Background: an optimization exercise with open tools, aiming at small area, a short achievable clock period and few clock cycles per item. Do not read the settings as production practice. The RTL was checked by simulation tests, not by an equivalence proof against the original design. Power is estimated from default activity; no workload was simulated.

[design.v]
module qip_qnt (
    input  wire        clk,
    input  wire        rst,           
    input  wire        in_valid,
    output reg         in_ready,
    input  wire [2:0]  in_op,
    input  wire [23:0] in_data,
    input  wire        in_mix,        
    input  wire [6:0]  in_draw,       
    output reg         out_valid,
    input  wire        out_ready,
    output reg  [7:0]  out_byte,
    output reg  [11:0] out_slot,
    output wire        out_last       
);
    localparam [2:0] OP_START    = 3'd0;
    localparam [2:0] OP_TRKBEGIN = 3'd1;
    localparam [2:0] OP_TRKEND   = 3'd2;
    localparam [2:0] OP_PUSHP    = 3'd3;
    localparam [2:0] OP_PUSHG    = 3'd4;
    localparam [2:0] OP_PUSHS    = 3'd5;
    localparam [2:0] OP_PAD      = 3'd6;
    localparam [2:0] OP_PUSHB    = 3'd7;
    reg [4:0] rphase;    
    reg [2:0] sphase;    
    wire accept   = in_valid && in_ready;
    wire in_push  = in_op[2] | (in_op[1] & in_op[0]);
    reg [2:0] s1_op;     
    reg [7:0] s1_r, s1_g, s1_b;
    reg [6:0] s1_t;
    wire [6:0] t_ord = {rphase, 2'b00} + {2'b00, rphase} + {4'b0000, sphase};
    wire       in_g  = (in_op == OP_PUSHG);
    always @(posedge clk) begin
        s1_r <= in_g ? in_data[7:0] : in_data[23:16];
        s1_g <= in_g ? in_data[7:0] : in_data[15:8];
        s1_b <= in_data[7:0];
        s1_t <= in_mix ? in_draw : t_ord;
        if (rst) begin
            s1_op  <= OP_TRKBEGIN;
            rphase <= 5'd0;
            sphase <= 3'd0;
        end else begin
            s1_op <= accept ? in_op : OP_TRKBEGIN;
            if (accept) begin
                case (in_op)
                    OP_START: begin
                        rphase <= 5'd0;
                        sphase <= 3'd0;
                    end
                    OP_TRKBEGIN: sphase <= 3'd0;
                    OP_TRKEND:   rphase <= (rphase == 5'd16) ? 5'd0 : rphase + 5'd1;
                    OP_PUSHP, OP_PUSHG: sphase <= (sphase == 3'd4) ? 3'd0 : sphase + 3'd1;
                    default: ;
                endcase
            end
        end
    end
    wire       t_big = s1_t[6] & (s1_t[5] | (s1_t[4] & (s1_t[3] | s1_t[2])));    
    wire [6:0] tp = t_big ? 7'd83 : s1_t;
    wire [7:0] r = s1_r, g = s1_g, b = s1_b;
    wire [7:0] bn = ~b;
    wire [6:0] tn = ~tp;
    wire ts1, tc1; qfa u1 (b[0], g[0], g[1], ts1, tc1);
    wire ts2, tc2; qha u2 (r[0], r[1], ts2, tc2);
    wire ts3, tc3; qfa u3 (b[1], g[1], g[2], ts3, tc3);
    wire ts4, tc4; qfa u4 (r[1], r[2], tc2, ts4, tc4);
    wire ts5, tc5; qha u5 (tc1, ts3, ts5, tc5);
    wire ts6, tc6; qfa u6 (b[2], g[0], g[2], ts6, tc6);
    wire ts7, tc7; qfa u7 (g[3], r[0], r[2], ts7, tc7);
    wire ts8, tc8; qfa u8 (r[3], tc3, ts6, ts8, tc8);
    wire ts9, tc9; qfa u9 (ts7, tp[0], tc4, ts9, tc9);
    wire ts10, tc10; qha u10 (tc5, ts8, ts10, tc10);
    wire ts11, tc11; qfa u11 (b[3], g[1], g[3], ts11, tc11);
    wire ts12, tc12; qfa u12 (g[4], r[1], r[3], ts12, tc12);
    wire ts13, tc13; qfa u13 (r[4], bn[0], tc6, ts13, tc13);
    wire ts14, tc14; qfa u14 (tc7, ts11, ts12, ts14, tc14);
    wire ts15, tc15; qfa u15 (tp[0], tp[1], tc8, ts15, tc15);
    wire ts16, tc16; qfa u16 (ts13, ts14, tc9, ts16, tc16);
    wire ts17, tc17; qha u17 (tc10, ts15, ts17, tc17);
    wire ts18, tc18; qfa u18 (b[4], g[2], g[4], ts18, tc18);
    wire ts19, tc19; qfa u19 (g[5], r[0], r[2], ts19, tc19);
    wire ts20, tc20; qfa u20 (r[4], r[5], bn[1], ts20, tc20);
    wire ts21, tc21; qfa u21 (tc11, tc12, ts18, ts21, tc21);
    wire ts22, tc22; qfa u22 (ts19, tp[1], tp[2], ts22, tc22);
    wire ts23, tc23; qfa u23 (ts20, tc13, tc14, ts23, tc23);
    wire ts24, tc24; qfa u24 (ts21, ts22, tc15, ts24, tc24);
    wire ts25, tc25; qfa u25 (ts23, tc16, tc17, ts25, tc25);
    wire ts26, tc26; qfa u26 (b[5], g[0], g[3], ts26, tc26);
    wire ts27, tc27; qfa u27 (g[5], g[6], r[1], ts27, tc27);
    wire ts28, tc28; qfa u28 (r[3], r[5], r[6], ts28, tc28);
    wire ts29, tc29; qfa u29 (bn[2], tc18, tc19, ts29, tc29);
    wire ts30, tc30; qfa u30 (ts26, ts27, ts28, ts30, tc30);
    wire ts31, tc31; qfa u31 (tc20, tp[2], tp[3], ts31, tc31);
    wire ts32, tc32; qfa u32 (tc21, ts29, ts30, ts32, tc32);
    wire ts33, tc33; qfa u33 (tc22, ts31, tc23, ts33, tc33);
    wire ts34, tc34; qfa u34 (ts32, tc24, ts33, ts34, tc34);
    wire ts35, tc35; qfa u35 (b[0], b[6], g[1], ts35, tc35);
    wire ts36, tc36; qfa u36 (g[4], g[6], g[7], ts36, tc36);
    wire ts37, tc37; qfa u37 (r[2], r[4], r[6], ts37, tc37);
    wire ts38, tc38; qfa u38 (r[7], bn[3], tc26, ts38, tc38);
    wire ts39, tc39; qfa u39 (tc27, tc28, ts35, ts39, tc39);
    wire ts40, tc40; qfa u40 (ts36, ts37, tp[3], ts40, tc40);
    wire ts41, tc41; qfa u41 (tp[4], tc29, tc30, ts41, tc41);
    wire ts42, tc42; qfa u42 (ts38, ts39, tc31, ts42, tc42);
    wire ts43, tc43; qfa u43 (ts40, tc32, ts41, ts43, tc43);
    wire ts44, tc44; qfa u44 (ts42, tc33, ts43, ts44, tc44);
    wire ts45, tc45; qfa u45 (b[1], b[7], g[2], ts45, tc45);
    wire ts46, tc46; qfa u46 (g[5], g[7], r[0], ts46, tc46);
    wire ts47, tc47; qfa u47 (r[3], r[5], r[7], ts47, tc47);
    wire ts48, tc48; qfa u48 (bn[4], tc35, tc36, ts48, tc48);
    wire ts49, tc49; qfa u49 (tc37, ts45, ts46, ts49, tc49);
    wire ts50, tc50; qfa u50 (ts47, tp[4], tp[5], ts50, tc50);
    wire ts51, tc51; qfa u51 (tc38, tc39, ts48, ts51, tc51);
    wire ts52, tc52; qfa u52 (ts49, tc40, ts50, ts52, tc52);
    wire ts53, tc53; qfa u53 (tc41, ts51, tc42, ts53, tc53);
    wire ts54, tc54; qfa u54 (ts52, tc43, ts53, ts54, tc54);
    wire ts55, tc55; qfa u55 (b[2], g[0], g[3], ts55, tc55);
    wire ts56, tc56; qfa u56 (g[6], r[1], r[4], ts56, tc56);
    wire ts57, tc57; qfa u57 (r[6], bn[5], tc45, ts57, tc57);
    wire ts58, tc58; qfa u58 (tc46, tc47, ts55, ts58, tc58);
    wire ts59, tc59; qfa u59 (ts56, tp[5], tp[6], ts59, tc59);
    wire ts60, tc60; qfa u60 (tc48, tc49, ts57, ts60, tc60);
    wire ts61, tc61; qfa u61 (ts58, tc50, ts59, ts61, tc61);
    wire ts62, tc62; qfa u62 (tc51, ts60, tc52, ts62, tc62);
    wire ts63, tc63; qfa u63 (ts61, tc53, ts62, ts63, tc63);
    wire ts64, tc64; qfa u64 (b[3], g[1], g[4], ts64, tc64);
    wire ts65, tc65; qfa u65 (g[7], r[2], r[5], ts65, tc65);
    wire ts66, tc66; qfa u66 (r[7], bn[6], tc55, ts66, tc66);
    wire ts67, tc67; qfa u67 (tc56, ts64, ts65, ts67, tc67);
    wire ts68, tc68; qfa u68 (tn[0], tp[6], tc57, ts68, tc68);
    wire ts69, tc69; qfa u69 (tc58, ts66, ts67, ts69, tc69);
    wire ts70, tc70; qfa u70 (tc59, tc60, ts68, ts70, tc70);
    wire ts71, tc71; qfa u71 (ts69, tc61, ts70, ts71, tc71);
    wire ts72, tc72; qha u72 (tc62, ts71, ts72, tc72);
    wire ts73, tc73; qfa u73 (b[4], g[2], g[5], ts73, tc73);
    wire ts74, tc74; qfa u74 (r[3], r[6], bn[7], ts74, tc74);
    wire ts75, tc75; qfa u75 (tc64, tc65, ts73, ts75, tc75);
    wire ts76, tc76; qfa u76 (tn[1], ts74, tc66, ts76, tc76);
    wire ts77, tc77; qfa u77 (tc67, ts75, tc68, ts77, tc77);
    wire ts78, tc78; qfa u78 (ts76, tc69, tc70, ts78, tc78);
    wire ts79, tc79; qfa u79 (ts77, ts78, tc71, ts79, tc79);
    wire ts80, tc80; qfa u80 (b[5], g[3], g[6], ts80, tc80);
    wire ts81, tc81; qfa u81 (r[4], r[7], tc73, ts81, tc81);
    wire ts82, tc82; qfa u82 (ts80, tc74, tn[2], ts82, tc82);
    wire ts83, tc83; qfa u83 (tc75, ts81, ts82, ts83, tc83);
    wire ts84, tc84; qfa u84 (tc76, ts83, tc77, ts84, tc84);
    wire ts85, tc85; qha u85 (tc78, ts84, ts85, tc85);
    wire ts86, tc86; qfa u86 (b[6], g[4], g[7], ts86, tc86);
    wire ts87, tc87; qfa u87 (r[5], tc80, ts86, ts87, tc87);
    wire ts88, tc88; qfa u88 (tn[3], tc81, ts87, ts88, tc88);
    wire ts89, tc89; qfa u89 (tc82, ts88, tc83, ts89, tc89);
    wire ts90, tc90; qha u90 (ts89, tc84, ts90, tc90);
    wire ts91, tc91; qfa u91 (b[7], g[5], r[6], ts91, tc91);
    wire ts92, tc92; qfa u92 (tc86, ts91, tn[4], ts92, tc92);
    wire ts93, tc93; qfa u93 (tc87, ts92, tc88, ts93, tc93);
    wire ts94, tc94; qha u94 (ts93, tc89, ts94, tc94);
    wire ts95, tc95; qfa u95 (g[6], r[7], tc91, ts95, tc95);
    wire ts96, tc96; qfa u96 (tn[5], ts95, tc92, ts96, tc96);
    wire ts97, tc97; qha u97 (ts96, tc93, ts97, tc97);
    wire ts98, tc98; qfa u98 (g[7], tn[6], tc95, ts98, tc98);
    wire ts99, tc99; qha u99 (ts98, tc96, ts99, tc99);
    wire [18:0] tA = {1'b0, tc98, ts99, tc94, ts94, tc85, ts85, tc72, tc63, tc54, tc44, tc34, tc25, ts24, ts16, ts9, ts4, ts2, g[0]};
    wire [18:0] tB = {1'b0, tc99, tc97, ts97, tc90, ts90, tc79, ts79, ts72, ts63, ts54, ts44, ts34, ts25, ts17, ts10, ts5, ts1, r[0]};
    localparam [18:0] KOFF = 19'd135128;
    wire [18:0] fg = tA & tB;
    wire [18:0] fp = tA ^ tB;
    wire sg0_1 = fg[1] | (fp[1] & fg[0]);
    wire sp0_1 = fp[1] & fp[0];
    wire sg0_3 = fg[3] | (fp[3] & fg[2]);
    wire sp0_3 = fp[3] & fp[2];
    wire sg0_5 = fg[5] | (fp[5] & fg[4]);
    wire sp0_5 = fp[5] & fp[4];
    wire sg0_7 = fg[7] | (fp[7] & fg[6]);
    wire sp0_7 = fp[7] & fp[6];
    wire sg0_9 = fg[9] | (fp[9] & fg[8]);
    wire sp0_9 = fp[9] & fp[8];
    wire sg0_11 = fg[11] | (fp[11] & fg[10]);
    wire sp0_11 = fp[11] & fp[10];
    wire sg0_13 = fg[13] | (fp[13] & fg[12]);
    wire sp0_13 = fp[13] & fp[12];
    wire sg0_15 = fg[15] | (fp[15] & fg[14]);
    wire sp0_15 = fp[15] & fp[14];
    wire sg0_17 = fg[17] | (fp[17] & fg[16]);
    wire sp0_17 = fp[17] & fp[16];
    wire sg1_2 = fg[2] | (fp[2] & sg0_1);
    wire sp1_2 = fp[2] & sp0_1;
    wire sg1_3 = sg0_3 | (sp0_3 & sg0_1);
    wire sp1_3 = sp0_3 & sp0_1;
    wire sg1_6 = fg[6] | (fp[6] & sg0_5);
    wire sp1_6 = fp[6] & sp0_5;
    wire sg1_7 = sg0_7 | (sp0_7 & sg0_5);
    wire sp1_7 = sp0_7 & sp0_5;
    wire sg1_10 = fg[10] | (fp[10] & sg0_9);
    wire sp1_10 = fp[10] & sp0_9;
    wire sg1_11 = sg0_11 | (sp0_11 & sg0_9);
    wire sp1_11 = sp0_11 & sp0_9;
    wire sg1_14 = fg[14] | (fp[14] & sg0_13);
    wire sp1_14 = fp[14] & sp0_13;
    wire sg1_15 = sg0_15 | (sp0_15 & sg0_13);
    wire sp1_15 = sp0_15 & sp0_13;
    wire sg1_18 = fg[18] | (fp[18] & sg0_17);
    wire sp1_18 = fp[18] & sp0_17;
    wire sg2_4 = fg[4] | (fp[4] & sg1_3);
    wire sp2_4 = fp[4] & sp1_3;
    wire sg2_5 = sg0_5 | (sp0_5 & sg1_3);
    wire sp2_5 = sp0_5 & sp1_3;
    wire sg2_6 = sg1_6 | (sp1_6 & sg1_3);
    wire sp2_6 = sp1_6 & sp1_3;
    wire sg2_7 = sg1_7 | (sp1_7 & sg1_3);
    wire sp2_7 = sp1_7 & sp1_3;
    wire sg2_12 = fg[12] | (fp[12] & sg1_11);
    wire sp2_12 = fp[12] & sp1_11;
    wire sg2_13 = sg0_13 | (sp0_13 & sg1_11);
    wire sp2_13 = sp0_13 & sp1_11;
    wire sg2_14 = sg1_14 | (sp1_14 & sg1_11);
    wire sp2_14 = sp1_14 & sp1_11;
    wire sg2_15 = sg1_15 | (sp1_15 & sg1_11);
    wire sp2_15 = sp1_15 & sp1_11;
    wire sg3_8 = fg[8] | (fp[8] & sg2_7);
    wire sp3_8 = fp[8] & sp2_7;
    wire sg3_9 = sg0_9 | (sp0_9 & sg2_7);
    wire sp3_9 = sp0_9 & sp2_7;
    wire sg3_10 = sg1_10 | (sp1_10 & sg2_7);
    wire sp3_10 = sp1_10 & sp2_7;
    wire sg3_11 = sg1_11 | (sp1_11 & sg2_7);
    wire sp3_11 = sp1_11 & sp2_7;
    wire sg3_12 = sg2_12 | (sp2_12 & sg2_7);
    wire sp3_12 = sp2_12 & sp2_7;
    wire sg3_13 = sg2_13 | (sp2_13 & sg2_7);
    wire sp3_13 = sp2_13 & sp2_7;
    wire sg3_14 = sg2_14 | (sp2_14 & sg2_7);
    wire sp3_14 = sp2_14 & sp2_7;
    wire sg3_15 = sg2_15 | (sp2_15 & sg2_7);
    wire sp3_15 = sp2_15 & sp2_7;
    wire sg4_16 = fg[16] | (fp[16] & sg3_15);
    wire sp4_16 = fp[16] & sp3_15;
    wire sg4_17 = sg0_17 | (sp0_17 & sg3_15);
    wire sp4_17 = sp0_17 & sp3_15;
    wire sg4_18 = sg1_18 | (sp1_18 & sg3_15);
    wire sp4_18 = sp1_18 & sp3_15;
    wire [18:0] fc = {sg4_17, sg4_16, sg3_15, sg3_14, sg3_13, sg3_12, sg3_11, sg3_10, sg3_9, sg3_8, sg2_7, sg2_6, sg2_5, sg2_4, sg1_3, sg1_2, sg0_1, fg[0], 1'b0};
    wire [18:0] psum = fp ^ fc;
    wire cmp0 = (psum[18] | (psum[17] & (psum[16] | (psum[15] | (psum[14] | (psum[13] | (psum[12] | (psum[11] & (psum[10] & (psum[9] & (psum[8] & (psum[7] & (psum[6] & (psum[5] | (psum[4] & psum[3])))))))))))))));
    wire cmp1 = (psum[18] | (psum[17] & (psum[16] & (psum[15] | (psum[14] & (psum[13] | (psum[12] & (psum[11] & (psum[10] | (psum[9] & (psum[8] & (psum[7] & (psum[6] & psum[5])))))))))))));
    wire cmp2 = (psum[18] & (psum[17] | (psum[16] | (psum[15] & (psum[14] | (psum[13] & (psum[12] | (psum[11] | (psum[10] & (psum[9] & (psum[8] & (psum[7] & (psum[6] & (psum[5] & (psum[4] | psum[3])))))))))))))));
    wire q1 = cmp1;
    wire q0 = (cmp0 & ~cmp1) | cmp2;
    wire [1:0] sym_s = s1_b[1:0] | {2{|s1_b[7:2]}};
    reg  [1:0] sym;
    always @(*) begin
        case (s1_op)
            OP_PUSHP, OP_PUSHG: sym = {q1, q0};
            OP_PUSHS:           sym = sym_s;
            default:            sym = 2'd0;
        endcase
    end
    wire [7:0] res_byte  = (s1_op == OP_PUSHB) ? s1_b : {6'b101000, sym};
    wire       res_push  = s1_op[2] | (s1_op[1] & s1_op[0]);
    wire       res_start = (s1_op == OP_START);
    reg       st_pend;           
    reg       v1, v2;
    reg [7:0] q1_byte, q2_byte;
    reg       q1_st, q2_st;
    reg [4:0] kc;                
    assign out_last = kc[4] & kc[2] & kc[1] & kc[0];    
    wire pop = out_valid && out_ready;
    wire [8:0] sh = out_slot[11:3];
    wire [2:0] sl = out_slot[2:0];
    localparam [31:0] E0 = 32'h002d6735, E1 = 32'h00252525, E2 = 32'h005a1042,
                      E3 = 32'h00808888, E4 = 32'h00888888;
    wire [4:0] e = {E4[kc], E3[kc], E2[kc], E1[kc], E0[kc]};
    wire [4:0] lc;
    wire [3:0] ls;
    assign lc[0] = 1'b0;
    genvar gi;
    generate
        for (gi = 0; gi < 4; gi = gi + 1) begin : g_lo
            assign ls[gi]   = sh[gi] ^ e[gi] ^ lc[gi];
            assign lc[gi+1] = (sh[gi] & e[gi]) | (lc[gi] & (sh[gi] ^ e[gi]));
        end
    endgenerate
    wire       c4 = lc[4];
    wire [5:0] ht;
    wire [4:0] hs;
    assign ht[0] = e[4] ^ c4;
    generate
        for (gi = 0; gi < 5; gi = gi + 1) begin : g_hi
            assign hs[gi]   = sh[gi+4] ^ ht[gi];
            assign ht[gi+1] = (sh[gi+4] ^ e[4]) & ht[gi];
        end
    endgenerate
    wire       pwrap = !e[4] && c4 && sh[8] && sh[6];           
    wire       nwrap = e[4] && !c4 && !(|sh[8:4]);              
    wire [4:0] nh_hi = nwrap ? 5'b10100 : pwrap ? 5'b00000 : hs;
    wire [2:0] nl    = {~(sl[2] ^ (sl[1] & sl[0])), sl[1] ^ sl[0], ~sl[0]};
    wire [11:0] nslot = {nh_hi, ls, nl};
    wire       kc23  = kc[4] & kc[2] & kc[1] & kc[0];
    wire [4:0] nkc   = kc23 ? 5'd0 : {kc[4] ^ (&kc[3:0]), kc[3] ^ (&kc[2:0]), kc[2] ^ (&kc[1:0]),
                                       kc[1] ^ kc[0], ~kc[0]};
    wire       ld_skid = v1;
    wire [7:0] ld_byte = ld_skid ? q1_byte : res_byte;
    wire       ld_st   = ld_skid ? q1_st : st_pend;
    wire head_free = !out_valid || pop;
    wire ld_head   = head_free && (v1 || res_push);
    wire v1_n = pop ? (v2 || (v1 && res_push)) : (v1 || (out_valid && res_push));
    wire v2_n = pop ? (v2 && res_push) : (v2 || (v1 && res_push));
    always @(posedge clk) begin
        if (ld_head) begin
            out_byte <= ld_byte;
            out_slot <= ld_st ? 12'd24 : nslot;
            kc       <= ld_st ? 5'd0 : nkc;
        end
        if (pop) begin
            if (v2) begin
                q1_byte <= q2_byte;
                q1_st   <= q2_st;
            end else begin
                q1_byte <= res_byte;
                q1_st   <= st_pend;
            end
        end else if (!v1) begin
            q1_byte <= res_byte;
            q1_st   <= st_pend;
        end
        if (!(v2 && !pop)) begin
            q2_byte <= res_byte;
            q2_st   <= st_pend;
        end
        if (rst) begin
            out_valid <= 1'b0;
            v1        <= 1'b0;
            v2        <= 1'b0;
            st_pend   <= 1'b1;
            in_ready  <= 1'b1;
        end else begin
            out_valid <= (out_valid && !pop) || v1 || res_push;
            v1        <= v1_n;
            v2        <= v2_n;
            if (res_start)
                st_pend <= 1'b1;
            else if (res_push)
                st_pend <= 1'b0;
            in_ready  <= !v2_n && !(v1_n && accept && in_push);
        end
    end
endmodule
module qfa (input wire a, input wire b, input wire c, output wire s, output wire co);
    assign s  = a ^ b ^ c;
    assign co = (a & b) | (a & c) | (b & c);
endmodule
module qha (input wire a, input wire b, output wire s, output wire co);
    assign s  = a ^ b;
    assign co = a & b;
endmodule
[run.sh]
#!/bin/bash
# synth_recipe.tcl (not shown) runs the flow's synth.tcl, then flattens the netlist and writes it again
# the make line also repeats each setting of config.mk as NAME=value (left out here)
make -C /OpenROAD-flow-scripts/flow DESIGN_CONFIG=/design/flow/config.mk WORK_HOME=/design/flow/orfs CLKGATE_MAP_FILE= SYNTH_SCRIPT=/design/flow/synth_recipe.tcl finish
[config.mk]
export PLATFORM = sky130hd
export DESIGN_NAME = qip_qnt
export DESIGN_NICKNAME = qip_qnt
export VERILOG_FILES = /design/flow/design.v
export SDC_FILE = /design/flow/constraint.sdc
export NUM_CORES = 4
export LEC_CHECK = 0
export CAP_MARGIN = 20
export CORE_MARGIN = 2
export CORE_UTILIZATION = 40
export SLEW_MARGIN = 20
export SYNTH_HIERARCHICAL = 1
export SYNTH_MINIMUM_KEEP_SIZE = 0
[constraint.sdc]
create_clock -name core_clock -period 20.0 [get_ports {clk}]
set_input_delay 4.0000 -clock core_clock [delete_from_list [all_inputs] [get_ports {clk}]]
set_output_delay 4.0000 -clock core_clock [all_outputs]
set_load 0.01 [all_outputs]
==> qor.yml <==
yosys:
  syn_nets: 889
  syn_area_um2: 7280
  synth_warnings: 7
  synth_seq_area_share_pct: 29.4
  synthFlopType: "dfxtp_1"
  synth_seq_cells: 90
  synth-edff-count: 34
  syn_inst: 701
  async_flop_share_pct: 0
  synth.area.top_cells: "fa_1 27%, dfxtp_1 15%, edfxtp_1 14%"
  syn_avg_cell_area_um2: 10.4
  synth_top_area_share_pct: 26.7
  yosys.area.top_type: "fa_1"
  synth_cell_types: 67
clock_tree:
  cts_buffers: 9
  cts-root-buf: "clkbuf_16"
  postCtsSetupBuffers: 0
  ctsHoldBuffers: 0
  htreeDepth: 3
  clk_latency_ns: 0.34
  tritoncts: "yes"
  cts_buffer_depth: 2
  clkTransAtPathRegs_ns: 0.06
  clkSinkCount: 90
  cts_resized: 0
worst_setup_path:
  worstPathCellList: "fa_1, fa_1, fa_1, fa_1, fa_1, fa_1, ha_1, and3_1, o21ai_0, or2_2, a31oi_1, nor3_1, fa_1, inv_1, nor2_1, nand2_1, o211a_1, a211oi_2, o31ai_2"
  worst-path-max-fanout: 5
  crit_top_cell: "fa_1"
  criticalPathCategory: "reg -> reg"
  required_ns: 20.07
  worst-path-stages: 19
  slowest_delay_ns: 0.54
  cp-start-kind: "flop"
  regToRegSetupSlack_ns: 13.56
  end_kind: "flop"
  critPathArrivalTime_ns: 6.51
  r2r_cells: 19
  path_delay_family: "adder cells"
  timing.rr.start: "s1_g[2]$_DFF_P_"
  worstReg2RegEnd: "out_byte[0]$_DFFE_PP_"
  worstSetupEndpoint: "out_byte[0]$_DFFE_PP_"
  crit_slowest_cell: "fa_1"
  startpoint: "s1_g[2]$_DFF_P_"
  critPathBufInv: 1
place:
  portBuffers: 61
  place_ws_ns: 13.60
  routabilityCongestion: 0.884
  hpwlAfterDp_um: 14900
die:
  core_area_um2: 17900
  start_util_pct: 40.7
  dieArea_um2: 19300
  die_x_um: 139
  die_height_um: 139
  rows: 49
  io_pins: 62
detailed_routing:
  ant_nets: 0
  drtIter0Drc: 289
  vias_per_cell: 5.40
  drtPass1Iterations: 5
  via_count: 5338
  drc: 0
  post_drt_wl_per_cell_um: 18.0
  wl_um: 17800
job:
  cap_violations: 0
sta:
  setup_viol: 0
  finalHoldViolCount: 0
  worstMarginPinSlew_ns: 0.784
  final_max_slew_viol_count: 0
  tns_ns: 0
  fin_skew_ns: 0.00548
  maxSlewHeadroom_pct: 47.4
  finalCritPeriodShare_pct: 32.2
  period_minus_slack_ns: 6.44
  fmax_mhz: 155
  rsz0062_at_grt: "false"
  holdWs_ns: 0.466
  worst_slack_ns: 13.56
finish:
  most-common-layout-cells: "101 x nand2_1, 97 x fa_1, 61 x clkdlybuf4s50_1"
  final_nets: 943
  syn_to_final_growth_pct: 15.5
  final_common_cell: "nand2_1"
  diodes: 0
  drive_above_1_share_pct: 6.32
global_route:
  grt_max_degree: 26
  grt-ovfl-total: 0
  antenna_found_initial: 0
  track_usage_pct: 19.0
  grt_pass1_vias: 5577
  grt_pass1_wl_um: 28600
pwr:
  power_mw: 1.58
  power.density_nw_per_um2: 187
  power.leakage_nw: 3.44
  max-vdd-ir-drop_uv: 178
min_path:
  hold_class: "reg -> reg"
run_status:
  status: "no timing/DRC/antenna violations"
==> metrics by stage <==
stage                     std cells  area (um2)  utilization (%)
final                           989        8410             47.0
after global routing            989        8410             47.0
after CTS                       989        8410             47.0
after detailed placement        973        8120             45.4
after global placement          973        8120             45.4
after floorplan                 701        7280                -
==> cell type report <==
type                    instances  area (um2)
clock buffers                  11         233
multi-input cells             541        4880
clock inverters                 5        55.1
fillers                      1641        9490
repair buffers                 63         626
well taps                     229         287
inverters                      50         188
flip-flops and latches         90        2140
==> Yosys stat by module, one instance, submodules excluded <==
module	cell area, um2	flops+latches
qfa	20.0	0
qha	12.5	0
qip_qnt	5370	90
==> cell usage after synthesis, drive strengths merged, types with 6 or more instances <==
library cell,number
a31oi,10
o21ai,37
nor2b,7
nor3,12
inv,50
a21oi,27
mux2,10
a211oi,9
edfxtp,34
ha,52
nand2,101
o211ai,6
xor2,14
dfxtp,56
clkbuf,20
nand3,13
nor2,50
nand2b,6
fa,97
o21a,10
==> sequential cells by signal, summed over array words and instances (netlist names), 3 cells and up <==
register	flops
q1_byte	8
s1_b	8
sphase	3
s1_op	3
q2_byte	8
s1_r	8
s1_t	7
kc	5
s1_g	8
rphase	5
out_byte	8
out_slot	12
==> worst min-delay path by stage <==
stage | startpoint | endpoint | slack, ns | depth (start not counted)
floorplan | st_pend$_SDFFE_PP1N_ | q2_st$_DFFE_PN_ | 0.43 | 0
global placement | st_pend$_SDFFE_PP1N_ | q2_st$_DFFE_PN_ | 0.45 | 0
detailed placement | st_pend$_SDFFE_PP1N_ | q2_st$_DFFE_PN_ | 0.45 | 0
CTS | st_pend$_SDFFE_PP1N_ | q2_st$_DFFE_PN_ | 0.47 | 0
global route | st_pend$_SDFFE_PP1N_ | q2_st$_DFFE_PN_ | 0.49 | 0
finish | st_pend$_SDFFE_PP1N_ | q2_st$_DFFE_PN_ | 0.47 | 0
==> layer usage <==
layer / GRT usage (%) / vias up / share of wire [%]
met4: 5.00 / 0 / 1.7
met1: 25.6 / 2644 / 46
li1: - / 2526 / -
met2: 31.2 / 143 / 48
met3: 4.04 / 25 / 4.4
met5: 0 / - / 0
==> cells by family (layout without fill, tap and decap cells) <==
logic type	count (synthesis)	count (layout)	share of synthesized area (%)
multiplexers	13	13	2.13
buffers and inverters	70	129	3.61
AO/OA/AOI/OAI	140	140	13.3
adder cells (fa/ha/maj)	150	150	35.8
AND/OR/NAND/NOR	219	219	13.5
XOR/XNOR	19	19	2.29
flip-flops	90	90	29.4
==> report_power, final <==
group	switching, mW	internal, mW	leakage [nW]
Combinational	0.677	0.511	2.51
Sequential	0.0167	0.205	0.794
Clock	0.0690	0.0964	0.137
Total	0.763	0.813	3.44
==> worst register-to-register path, stage by stage, from the launching register on <==
cell and delay, ns:
dfxtp_1 0.52, fa_1 0.51, fa_1 0.44, fa_1 0.45
fa_1 0.42, fa_1 0.52, fa_1 0.44, ha_1 0.34
and3_1 0.18, o21ai_0 0.12, or2_2 0.33, a31oi_1 0.25
nor3_1 0.11, fa_1 0.54, inv_1 0.10, nor2_1 0.20
nand2_1 0.09, o211a_1 0.22, a211oi_2 0.33, o31ai_2 0.08
Testbench counts, summed over its fixed seeds: cycles 32,016, items 31,428.

[re-timing with driven ports]
How much do the figures lean on ideal ports? The routed layout below was timed once more, with nothing changed but the port constraints.
Step 1, drivers: a clkbuf_16 drives clk and a buf_2 each remaining input, both assumed.
Step 2 adds t to the input delays and takes it off the output delays; t is the mean of the earliest and latest rising clock arrival at the registers after step 1. Input paths then give back, and output paths get back, about the clock's delay inside the block.
a / b / c = no drivers / after step 1 / after step 2; a / b = the first two.
shift t [ns]: 0.382
setup slack, ns: 13.560 / 13.560 / 13.560
latest minus earliest clock arrival (ns): 0.007 / 0.006
worst register clock-pin slew, ns: 0.06 / 0.06
After both steps this run still meets setup and hold. The setup slack of this run moves by 0.000 ns with the drivers and by 0.000 ns with both steps.
